This is an optimization exercise on Yosys and OpenROAD, whose aim is small area, not a production implementation. In this exercise RTL edits were held to simulation tests only and were not proved equivalent to the original.

## nlp_softmax_core
module nlp_softmax_core (
    input  wire        clk,
    input  wire        reset,
    input  wire        ma_in_valid,
    input  wire [9:0]  ma_in_addr,
    input  wire [63:0] ma_in_word,
    output wire        max_valid,
    output wire [9:0]  max_addr,
    output wire [15:0] max_data,
    output wire        vec_valid,
    output wire [9:0]  vec_addr,
    output wire [15:0] vec_out,
    output wire [31:0] acc_out,
    output wire [15:0] gmax_out,
    input  wire        rp_stall,
    output wire [3:0]  ks_out,
    output wire [15:0] thr_out,
    input  wire        div_in_valid,
    input  wire [15:0] div_lmax_in,
    input  wire [15:0] div_ky_in,
    output wire        div_out_valid,
    output wire [63:0] div_out_word
);
==> module nlp_subcode, before the edit <==
module nlp_subcode (
    input  wire [15:0] a,
    input  wire [15:0] b,
    output reg  [3:0]  code,
    output wire        a_ge_b      
);
    wire [4:0] ea = a[14:10];
    wire [4:0] eb = b[14:10];
    wire [9:0] ma = a[9:0];
    wire [9:0] mb = b[9:0];
    wire special = (&ea) | (&eb);
    wire eff_add = a[15] ^ b[15];
    assign      a_ge_b = {ea, ma} >= {eb, mb};
    wire [4:0]  eg = a_ge_b ? ea : eb;
    wire [4:0]  el = a_ge_b ? eb : ea;
    wire [9:0]  mg = a_ge_b ? ma : mb;
    wire [9:0]  ml = a_ge_b ? mb : ma;
    wire        zl = (el == 5'd0);
    wire [4:0]  d  = eg - el;
    wire [13:0] x_ext = {1'b1, mg, 3'b000};
    wire [13:0] y_ext = zl ? 14'd0 : {1'b1, ml, 3'b000};
    reg  [13:0] y_al, y1, y2, y3, y4;
    reg  [14:0] s;
    reg  [11:0] nf;
    reg  [5:0]  ef;
    reg  [5:0]  wf;
    reg  [9:0]  t;
    reg  [3:0]  lz;
    reg  [5:0]  ec;
    reg  [5:0]  eo;
    reg  [4:0]  w;
    reg  [5:0]  e;
    integer     i;
    localparam [4095:0] CODE_TAB = 4096'h00000000000000000000000000000000000000000000000000000000000000000000000000000000000000000000000000000000000000000000000000000000000000000000000000000000000000000000000000000000000000000000000000000000000000000000000000000000000000000000000000000000000000000000000000000000000000000000000000000000000000000000000000000000000000000000000000000000000000000000000000000000000000000000000000000000000000000000000000000000000000000000000000000000000000000000000000000000000000000000000000000000000000000000000000000000fffffffffffffffffffffffffffffffffffffffffffffffffffffffffffffffffffffffffffffffffffffffffffffffffffffffffffffffffffffffffffffffffffffffffffffffffffffffffffffffffffffffffffffffffffffffffffffffffffffffffffffffffffffffffffedccbbaaa99888777666555554444433333322222222221111111111111111000000000000000000000000000000000000000000000000000000000000000000000000000000000000000000000000000000000000000000000000000000000000000000000000000000000000000000000000000000000000000000000000000000000000000000000000000000000000000;
    always @* begin
        y1 = d[0] ? {1'b0, y_ext[13:1]} | {13'd0, y_ext[0]} : y_ext;
        y2 = d[1] ? {2'b0, y1[13:2]} | {13'd0, |y1[1:0]} : y1;
        y3 = d[2] ? {4'b0, y2[13:4]} | {13'd0, |y2[3:0]} : y2;
        y4 = d[3] ? {8'b0, y3[13:8]} | {13'd0, |y3[7:0]} : y3;
        y_al = d[4] ? {13'd0, |y4} : y4;
        s = {1'b0, x_ext} + ({1'b0, y_al} ^ {15{~eff_add}}) + {14'd0, ~eff_add};
        if (s[14]) begin
            nf = s[14:3];  ef = 6'd1;
        end else if (s[13]) begin
            nf = s[13:2];  ef = 6'd0;
        end else begin
            nf = s[12:1];  ef = 6'h3f;
        end
        wf = {1'b0, nf[11:7]} + {5'd0, &nf[6:0]};
        t  = s[11:2];
        lz = 4'd0;
        for (i = 0; i < 10; i = i + 1)
            if (t[i])
                lz = 4'd9 - i[3:0];
        t = t << lz;
        ec = 6'h3e - {2'b00, lz};
        if (s[14:12] != 3'd0) begin
            w  = wf[5] ? 5'b10000 : wf[4:0];
            eo = wf[5] ? ef + 6'd1 : ef;
        end else begin
            w  = t[9:5];
            eo = ec;
        end
        e = {1'b0, eg} + eo;
        if (special)
            code = 4'hf;
        else if (s == 15'd0)
            code = 4'h0;
        else
            code = CODE_TAB[4*{e, w[3:0]} +: 4];
    end
endmodule
==> module nlp_fp16_max, before the edit <==
module nlp_fp16_max (
    input  wire [15:0] a,
    input  wire [15:0] b,
    output wire [15:0] y,
    output wire        pick_a
);
    wire ge = a[14:0] >= b[14:0];
    assign pick_a = (a[15] ^ b[15]) ? b[15] : (a[15] ^ ge);
    assign y = pick_a ? a : b;
endmodule
clock: 25.0 ns
lec_check: 0
abc_area: 1
cap_margin: 20
core_margin: 2
core_utilization: 55
cts_buf_list: sky130_fd_sc_hd__clkbuf_8
cts_cluster_diameter: 50
cts_cluster_size: 16
place_density: 0.68
slew_margin: 20
standard.sh (not shown) runs the stock make flow with config.mk's settings and CLKGATE_MAP_FILE= SYNTH_SCRIPT=/design/flow/synth_recipe.tcl, a recipe that flattens the netlist after the stock synthesis.
==> flow/flow/run.sh <==
#!/bin/bash
# Layout flow: the standard layout (standard.sh) with its synthesis's
# technology mapping changed (see synth_small.tcl) and the port buffers made
# of the smallest buffer cell. The standard synthesis is
# run as well, into orfs_ref/, and the registers of both netlists (names and
# cell types) are compared; if they differ the standard flow is used instead.
# Every tool's output goes to a log file in the work folder.
set -uo pipefail
W=$(pwd)
export SMALL_ABC_SCRIPT=$W/flow/abc_small.script

MAKELINE=$(grep '^make ' standard.sh)
REFLINE=${MAKELINE//WORK_HOME=$W\/orfs/WORK_HOME=$W\/orfs_ref}
MYLINE=${MAKELINE//SYNTH_SCRIPT=$W\/synth_recipe.tcl/SYNTH_SCRIPT=$W\/flow\/synth_small.tcl ADDER_MAP_FILE=$W\/flow\/adders_plain.v}
MYLINE=${MYLINE//\"\$\{@:-finish\}\"/}
# port buffers of the smallest buffer cell rather than the delay buffer
MYLINE="$MYLINE BUFFER_PORTS_ARGS='-buffer_cell sky130_fd_sc_hd__buf_1'"
# adders as yosys's plain carry chains, not mapped to Kogge-Stone carry
# lookahead before ABC (a non-empty SYNTH_OPERATIONS_ARGS replaces that map;
# -nofsm is already given to every synth call)
MYLINE="$MYLINE SYNTH_OPERATIONS_ARGS=-nofsm"
REFLINE=${REFLINE//\"\$\{@:-finish\}\"/}

regs() {
  # instance name and cell type (drive strength dropped) of every flip-flop
  awk '/^ *sky130_fd_sc_hd__(df|sdf|edf|dlx|dlr)/ {c=$1; sub(/_[0-9]+$/, "", c); print c, $2}' "$1" | sort
}

eval "$REFLINE synth" > $W/ref_synth.log 2>&1 &
REFPID=$!
eval "$MYLINE synth" > $W/small_synth.log 2>&1
MYRC=$?
wait $REFPID
REFRC=$?

R=orfs/results/${FLOW_PLATFORM}/nlp_softmax_core/base/1_2_yosys.v
RR=orfs_ref/results/${FLOW_PLATFORM}/nlp_softmax_core/base/1_2_yosys.v
OK=0
if [[ $MYRC -eq 0 && $REFRC -eq 0 && -f $R && -f $RR ]]; then
  regs $R > $W/regs_small.txt
  regs $RR > $W/regs_ref.txt
  if [[ -s $W/regs_ref.txt ]] && cmp -s $W/regs_small.txt $W/regs_ref.txt; then
    OK=1
  fi
fi
echo "small synthesis rc=$MYRC reference rc=$REFRC registers match=$OK" > $W/flow_choice.log

if [[ $OK -eq 1 ]]; then
  eval "$MYLINE finish" > $W/layout.log 2>&1
else
  rm -rf $W/orfs
  bash standard.sh synth > $W/std_synth.log 2>&1
  bash standard.sh finish > $W/layout.log 2>&1
fi
RES=orfs/results/${FLOW_PLATFORM}/nlp_softmax_core/base
if [[ -f $RES/6_final.odb ]]; then
  : # left out here: write the final layout as DEF
fi
Other scripts of this flow, unchanged in this note and not shown: flow/flow/abc_small.script, flow/flow/adders_plain.v, flow/flow/synth_small.tcl
Rerun with:
--- a/flow/design.v
+++ b/flow/design.v
@@ -8,11 +8,12 @@
     wire [4:0] eb = b[14:10];
     wire [9:0] ma = a[9:0];
     wire [9:0] mb = b[9:0];
     wire special = (&ea) | (&eb);
     wire eff_add = a[15] ^ b[15];
-    assign      a_ge_b = {ea, ma} >= {eb, mb};
+    wire [15:0] mag_df = {1'b0, ea, ma} - {1'b0, eb, mb};
+    assign      a_ge_b = ~mag_df[15];
     wire [4:0]  eg = a_ge_b ? ea : eb;
     wire [4:0]  el = a_ge_b ? eb : ea;
     wire [9:0]  mg = a_ge_b ? ma : mb;
     wire [9:0]  ml = a_ge_b ? mb : ma;
     wire        zl = (el == 5'd0);
@@ -145,11 +146,12 @@
     input  wire [15:0] a,
     input  wire [15:0] b,
     output wire [15:0] y,
     output wire        pick_a
 );
-    wire ge = a[14:0] >= b[14:0];
+    wire [15:0] df = {1'b0, a[14:0]} - {1'b0, b[14:0]};
+    wire        ge = ~df[15];
     assign pick_a = (a[15] ^ b[15]) ? b[15] : (a[15] ^ ge);
     assign y = pick_a ? a : b;
 endmodule
 module nlp_lod (
     input  wire [31:0] x,
Effect: Die area came out lower by 0.58%. Final area decreases by 0.44%. Worst setup slack loses 0.29 ns. Routed wire length went down by 3.4%. Synthesized cell count goes down by 1.0%.

---

== wip/quartz ==
Another version of the RTL of nlp_softmax_core (not shown whole).
For scale: ~4100 cells after synthesis, about 360 flip-flops, roughly 27000 um2 of cells after synthesis.
==> module nlp_subcode, before the edit <==
module nlp_subcode (
    input  wire [15:0] a,
    input  wire [15:0] b,
    output reg  [3:0]  code,
    output wire        a_ge_b      
);
    wire [4:0] ea = a[14:10];
    wire [4:0] eb = b[14:10];
    wire [9:0] ma = a[9:0];
    wire [9:0] mb = b[9:0];
    wire special = (&ea) | (&eb);
    wire eff_add = a[15] ^ b[15];
    assign      a_ge_b = {ea, ma} >= {eb, mb};
    wire [4:0]  eg = a_ge_b ? ea : eb;
    wire [4:0]  el = a_ge_b ? eb : ea;
    wire [9:0]  mg = a_ge_b ? ma : mb;
    wire [9:0]  ml = a_ge_b ? mb : ma;
    wire        zl = (el == 5'd0);
    wire [4:0]  d  = eg - el;
    wire [13:0] x_ext = {1'b1, mg, 3'b000};
    wire [13:0] y_ext = zl ? 14'd0 : {1'b1, ml, 3'b000};
    reg  [13:0] y_al;
    reg  [14:0] s;
    reg  [11:0] nf;
    reg  [5:0]  ef;
    reg  [5:0]  wf;
    reg  [9:0]  t;
    reg  [3:0]  lz;
    reg  [5:0]  ec;
    reg  [4:0]  w;
    reg  [5:0]  e;
    reg  [9:0]  w23;
    integer     i;
    always @* begin
        if (d >= 5'd14)
            y_al = {13'd0, |y_ext};
        else
            y_al = (y_ext >> d) | {13'd0, |(y_ext & ~(14'h3fff << d))};
        if (eff_add)
            s = {1'b0, x_ext} + {1'b0, y_al};
        else
            s = {1'b0, x_ext} - {1'b0, y_al};
        if (s[14]) begin
            nf = s[14:3];  ef = {1'b0, eg} + 6'd1;
        end else if (s[13]) begin
            nf = s[13:2];  ef = {1'b0, eg};
        end else begin
            nf = s[12:1];  ef = {1'b0, eg} - 6'd1;
        end
        wf = {1'b0, nf[11:7]} + {5'd0, &nf[6:0]};
        t  = s[11:2];
        lz = 4'd0;
        for (i = 0; i < 10; i = i + 1)
            if (t[i])
                lz = 4'd9 - i[3:0];
        t = t << lz;
        ec = {1'b0, eg} - 6'd2 - {2'b00, lz};
        if (s[14:12] != 3'd0) begin
            w = wf[5] ? 5'b10000 : wf[4:0];
            e = ef + {5'd0, wf[5]};
        end else begin
            w = t[9:5];
            e = ec;
        end
        w23 = {5'd0, w} * 10'd23;
        if (special)
            code = 4'hf;
        else if (s == 15'd0 || e[5] || e <= 6'd13)
            code = 4'h0;
        else if (e >= 6'd19)
            code = 4'hf;
        else begin
            case (e[2:0])
                3'd6:    code = (w >= 5'd23) ? 4'd1 : 4'd0;
                3'd7:    code = (w >= 5'd23) ? 4'd2 : 4'd1;
                3'd0:    code = {1'b0, w23[9:7]};
                3'd1:    code = w23[9:6];
                default: code = (w >= 5'd23) ? 4'hf : w23[8:5];
            endcase
        end
    end
endmodule
==> module nlp_subcode_lane, before the edit <==
module nlp_subcode_lane (
    input  wire [15:0] a,
    input  wire [15:0] b,
    output reg  [3:0]  code
);
    wire [4:0] ea = a[14:10];
    wire [4:0] eb = b[14:10];
    wire [9:0] ma = a[9:0];
    wire [9:0] mb = b[9:0];
    wire special = (&ea) | (&eb);
    wire eff_add = a[15] ^ b[15];
    wire        a_ge_b = eff_add ? (ea >= eb) : b[15];
    wire [4:0]  eg = a_ge_b ? ea : eb;
    wire [4:0]  el = a_ge_b ? eb : ea;
    wire [9:0]  mg = a_ge_b ? ma : mb;
    wire [9:0]  ml = a_ge_b ? mb : ma;
    wire        zl = (el == 5'd0);
    wire [4:0]  d  = eg - el;
    wire [13:0] x_ext = {1'b1, mg, 3'b000};
    wire [13:0] y_ext = zl ? 14'd0 : {1'b1, ml, 3'b000};
    reg  [13:0] y_al;
    reg  [14:0] s;
    reg  [11:0] nf;
    reg  [5:0]  ef;
    reg  [5:0]  wf;
    reg  [9:0]  t;
    reg  [3:0]  lz;
    reg  [5:0]  ec;
    reg  [4:0]  w;
    reg  [5:0]  e;
    reg  [9:0]  w23;
    integer     i;
    always @* begin
        if (d >= 5'd14)
            y_al = {13'd0, |y_ext};
        else
            y_al = (y_ext >> d) | {13'd0, |(y_ext & ~(14'h3fff << d))};
        if (eff_add)
            s = {1'b0, x_ext} + {1'b0, y_al};
        else
            s = {1'b0, x_ext} - {1'b0, y_al};
        if (s[14]) begin
            nf = s[14:3];  ef = {1'b0, eg} + 6'd1;
        end else if (s[13]) begin
            nf = s[13:2];  ef = {1'b0, eg};
        end else begin
            nf = s[12:1];  ef = {1'b0, eg} - 6'd1;
        end
        wf = {1'b0, nf[11:7]} + {5'd0, &nf[6:0]};
        t  = s[11:2];
        lz = 4'd0;
        for (i = 0; i < 10; i = i + 1)
            if (t[i])
                lz = 4'd9 - i[3:0];
        t = t << lz;
        ec = {1'b0, eg} - 6'd2 - {2'b00, lz};
        if (s[14:12] != 3'd0) begin
            w = wf[5] ? 5'b10000 : wf[4:0];
            e = ef + {5'd0, wf[5]};
        end else begin
            w = t[9:5];
            e = ec;
        end
        w23 = {5'd0, w} * 10'd23;
        if (special)
            code = 4'hf;
        else if (s == 15'd0 || e[5] || e <= 6'd13)
            code = 4'h0;
        else if (e >= 6'd19)
            code = 4'hf;
        else begin
            case (e[2:0])
                3'd6:    code = (w >= 5'd23) ? 4'd1 : 4'd0;
                3'd7:    code = (w >= 5'd23) ? 4'd2 : 4'd1;
                3'd0:    code = {1'b0, w23[9:7]};
                3'd1:    code = w23[9:6];
                default: code = (w >= 5'd23) ? 4'hf : w23[8:5];
            endcase
        end
    end
endmodule
Settings: LEC_CHECK=0, ABC_AREA=1, CAP_MARGIN=20, CORE_MARGIN=2, CORE_UTILIZATION=55, CTS_BUF_LIST=sky130_fd_sc_hd__clkbuf_8, CTS_CLUSTER_DIAMETER=50, CTS_CLUSTER_SIZE=16, PLACE_DENSITY=0.68, SLEW_MARGIN=20; clock period 25.0 ns.
==> flow/flow/abc_small.script <==
strash
balance -l
resub -K 6 -l
rewrite -l
resub -K 6 -N 2 -l
refactor -l
resub -K 8 -l
balance -l
resub -K 8 -N 2 -l
rewrite -l
resub -K 10 -l
rewrite -z -l
resub -K 10 -N 2 -l
balance -l
resub -K 12 -l
refactor -z -l
resub -K 12 -N 2 -l
rewrite -z -l
balance -l
strash
balance -l
resub -K 6 -l
rewrite -l
resub -K 6 -N 2 -l
refactor -l
resub -K 8 -l
balance -l
resub -K 8 -N 2 -l
rewrite -l
resub -K 10 -l
rewrite -z -l
resub -K 10 -N 2 -l
balance -l
resub -K 12 -l
refactor -z -l
resub -K 12 -N 2 -l
rewrite -z -l
balance -l
dch -f
&get -n
&dch -f
&put
amap -m -F 3 -A 8
==> flow/flow/adders_plain.v <==
// Adder map for the adder step of ORFS synthesis: every extracted full or half
// adder becomes plain gates, which ABC then maps with the rest of the logic.
(* techmap_celltype = "$fa" *)
module _plain_fa (A, B, C, X, Y);
  parameter WIDTH = 1;
  (* force_downto *)
  input  [WIDTH-1:0] A, B, C;
  (* force_downto *)
  output [WIDTH-1:0] X, Y;
  assign X = (A & B) | (A & C) | (B & C);
  assign Y = A ^ B ^ C;
endmodule
==> flow/flow/synth_small.tcl <==
proc synth {args} { yosys synth -nofsm -noshare {*}$args }
# the adder step still runs its techmap and opt passes, but extracts nothing
proc extract_fa {args} {}
proc abc {args} {
  set i [lsearch -exact $args -script]
  if {$i >= 0} { lset args [expr {$i + 1}] $::env(SMALL_ABC_SCRIPT) }
  yosys abc {*}$args
}
source $::env(SCRIPTS_DIR)/synth.tcl
# left out here: clear keep_hierarchy, flatten, clean up, hide names made inside functions, write 1_2_yosys.v
Scripts as last shown in full above: flow/flow/run.sh
wip/quartz reached the end of the flow, and the finished layout is clean on the timing, DRC and antenna checks.
## Diff of input files: wip/delta against wip/quartz
--- a/flow/design.v
+++ b/flow/design.v
@@ -29,8 +29,8 @@
     reg  [5:0]  ec;
     reg  [4:0]  w;
     reg  [5:0]  e;
-    reg  [9:0]  w23;
     integer     i;
+    localparam [4095:0] CODE_TAB = 4096'h00000000000000000000000000000000000000000000000000000000000000000000000000000000000000000000000000000000000000000000000000000000000000000000000000000000000000000000000000000000000000000000000000000000000000000000000000000000000000000000000000000000000000000000000000000000000000000000000000000000000000000000000000000000000000000000000000000000000000000000000000000000000000000000000000000000000000000000000000000000000000000000000000000000000000000000000000000000000000000000000000000000000000000000000000000000fffffffffffffffffffffffffffffffffffffffffffffffffffffffffffffffffffffffffffffffffffffffffffffffffffffffffffffffffffffffffffffffffffffffffffffffffffffffffffffffffffffffffffffffffffffffffffffffffffffffffffffffffffffffffffedccbbaaa99888777666555554444433333322222222221111111111111111000000000000000000000000000000000000000000000000000000000000000000000000000000000000000000000000000000000000000000000000000000000000000000000000000000000000000000000000000000000000000000000000000000000000000000000000000000000000000;
     always @* begin
         if (d >= 5'd14)
             y_al = {13'd0, |y_ext};
@@ -62,22 +62,12 @@
             w = t[9:5];
             e = ec;
         end
-        w23 = {5'd0, w} * 10'd23;
         if (special)
             code = 4'hf;
-        else if (s == 15'd0 || e[5] || e <= 6'd13)
+        else if (s == 15'd0)
             code = 4'h0;
-        else if (e >= 6'd19)
-            code = 4'hf;
-        else begin
-            case (e[2:0])
-                3'd6:    code = (w >= 5'd23) ? 4'd1 : 4'd0;
-                3'd7:    code = (w >= 5'd23) ? 4'd2 : 4'd1;
-                3'd0:    code = {1'b0, w23[9:7]};
-                3'd1:    code = w23[9:6];
-                default: code = (w >= 5'd23) ? 4'hf : w23[8:5];
-            endcase
-        end
+        else
+            code = CODE_TAB[4*{e, w[3:0]} +: 4];
     end
 endmodule
 module nlp_subcode_lane (
@@ -110,8 +100,8 @@
     reg  [5:0]  ec;
     reg  [4:0]  w;
     reg  [5:0]  e;
-    reg  [9:0]  w23;
     integer     i;
+    localparam [4095:0] CODE_TAB = 4096'h00000000000000000000000000000000000000000000000000000000000000000000000000000000000000000000000000000000000000000000000000000000000000000000000000000000000000000000000000000000000000000000000000000000000000000000000000000000000000000000000000000000000000000000000000000000000000000000000000000000000000000000000000000000000000000000000000000000000000000000000000000000000000000000000000000000000000000000000000000000000000000000000000000000000000000000000000000000000000000000000000000000000000000000000000000000fffffffffffffffffffffffffffffffffffffffffffffffffffffffffffffffffffffffffffffffffffffffffffffffffffffffffffffffffffffffffffffffffffffffffffffffffffffffffffffffffffffffffffffffffffffffffffffffffffffffffffffffffffffffffffedccbbaaa99888777666555554444433333322222222221111111111111111000000000000000000000000000000000000000000000000000000000000000000000000000000000000000000000000000000000000000000000000000000000000000000000000000000000000000000000000000000000000000000000000000000000000000000000000000000000000000;
     always @* begin
         if (d >= 5'd14)
             y_al = {13'd0, |y_ext};
@@ -143,22 +133,12 @@
             w = t[9:5];
             e = ec;
         end
-        w23 = {5'd0, w} * 10'd23;
         if (special)
             code = 4'hf;
-        else if (s == 15'd0 || e[5] || e <= 6'd13)
+        else if (s == 15'd0)
             code = 4'h0;
-        else if (e >= 6'd19)
-            code = 4'hf;
-        else begin
-            case (e[2:0])
-                3'd6:    code = (w >= 5'd23) ? 4'd1 : 4'd0;
-                3'd7:    code = (w >= 5'd23) ? 4'd2 : 4'd1;
-                3'd0:    code = {1'b0, w23[9:7]};
-                3'd1:    code = w23[9:6];
-                default: code = (w >= 5'd23) ? 4'hf : w23[8:5];
-            endcase
-        end
+        else
+            code = CODE_TAB[4*{e, w[3:0]} +: 4];
     end
 endmodule
 module nlp_fp16_max (
### Flow results
- When wip/delta is measured against wip/quartz, its critical path depth turns out 2 lower.
- Compared with wip/quartz, wip/delta shows a lower number of cells in the finished layout apart from fillers.
- Diff wip/quartz -> wip/delta: total detailed-routing wirelength fell by about 4%; clock period minus worst slack fell by 1.88 ns; final clock period utilization by the worst path fell by 7.5 points.

[separate check: timing with driven ports]
Ports are ideal in the flow. The routed layouts listed here were re-timed in OpenROAD.
Step 1 sets driving cells, clkbuf_16 on the clock port and buf_2 on the other inputs (assumed; they add their load-dependent delay and slew).
Step 2 moves the port delays by t, midway between the first and last clock arrival at a register: inputs arrive t later, outputs are due t later. That takes back most of the time a late clock gives input paths.
Three values: ideal ports, drivers, drivers and shift; two values: the first two.
run	t (ns)	setup slack, ns	hold slack, ns
the first run of note 1	0.686	6.321 / 6.320 / 5.634	0.327 / 0.327 / 0.327
the second run of note 1	0.671	6.026 / 6.048 / 5.377	0.308 / 0.308 / 0.308
wip/quartz	0.698	5.051 / 5.081 / 4.383	0.314 / 0.314 / 0.314
wip/delta	0.706	6.926 / 6.956 / 6.249	0.323 / 0.323 / 0.323
After both steps every run listed still meets setup and hold. For the first run of note 1, which loses most, drivers alone change the setup slack by -0.001 ns; drivers and shift together by -0.687 ns.
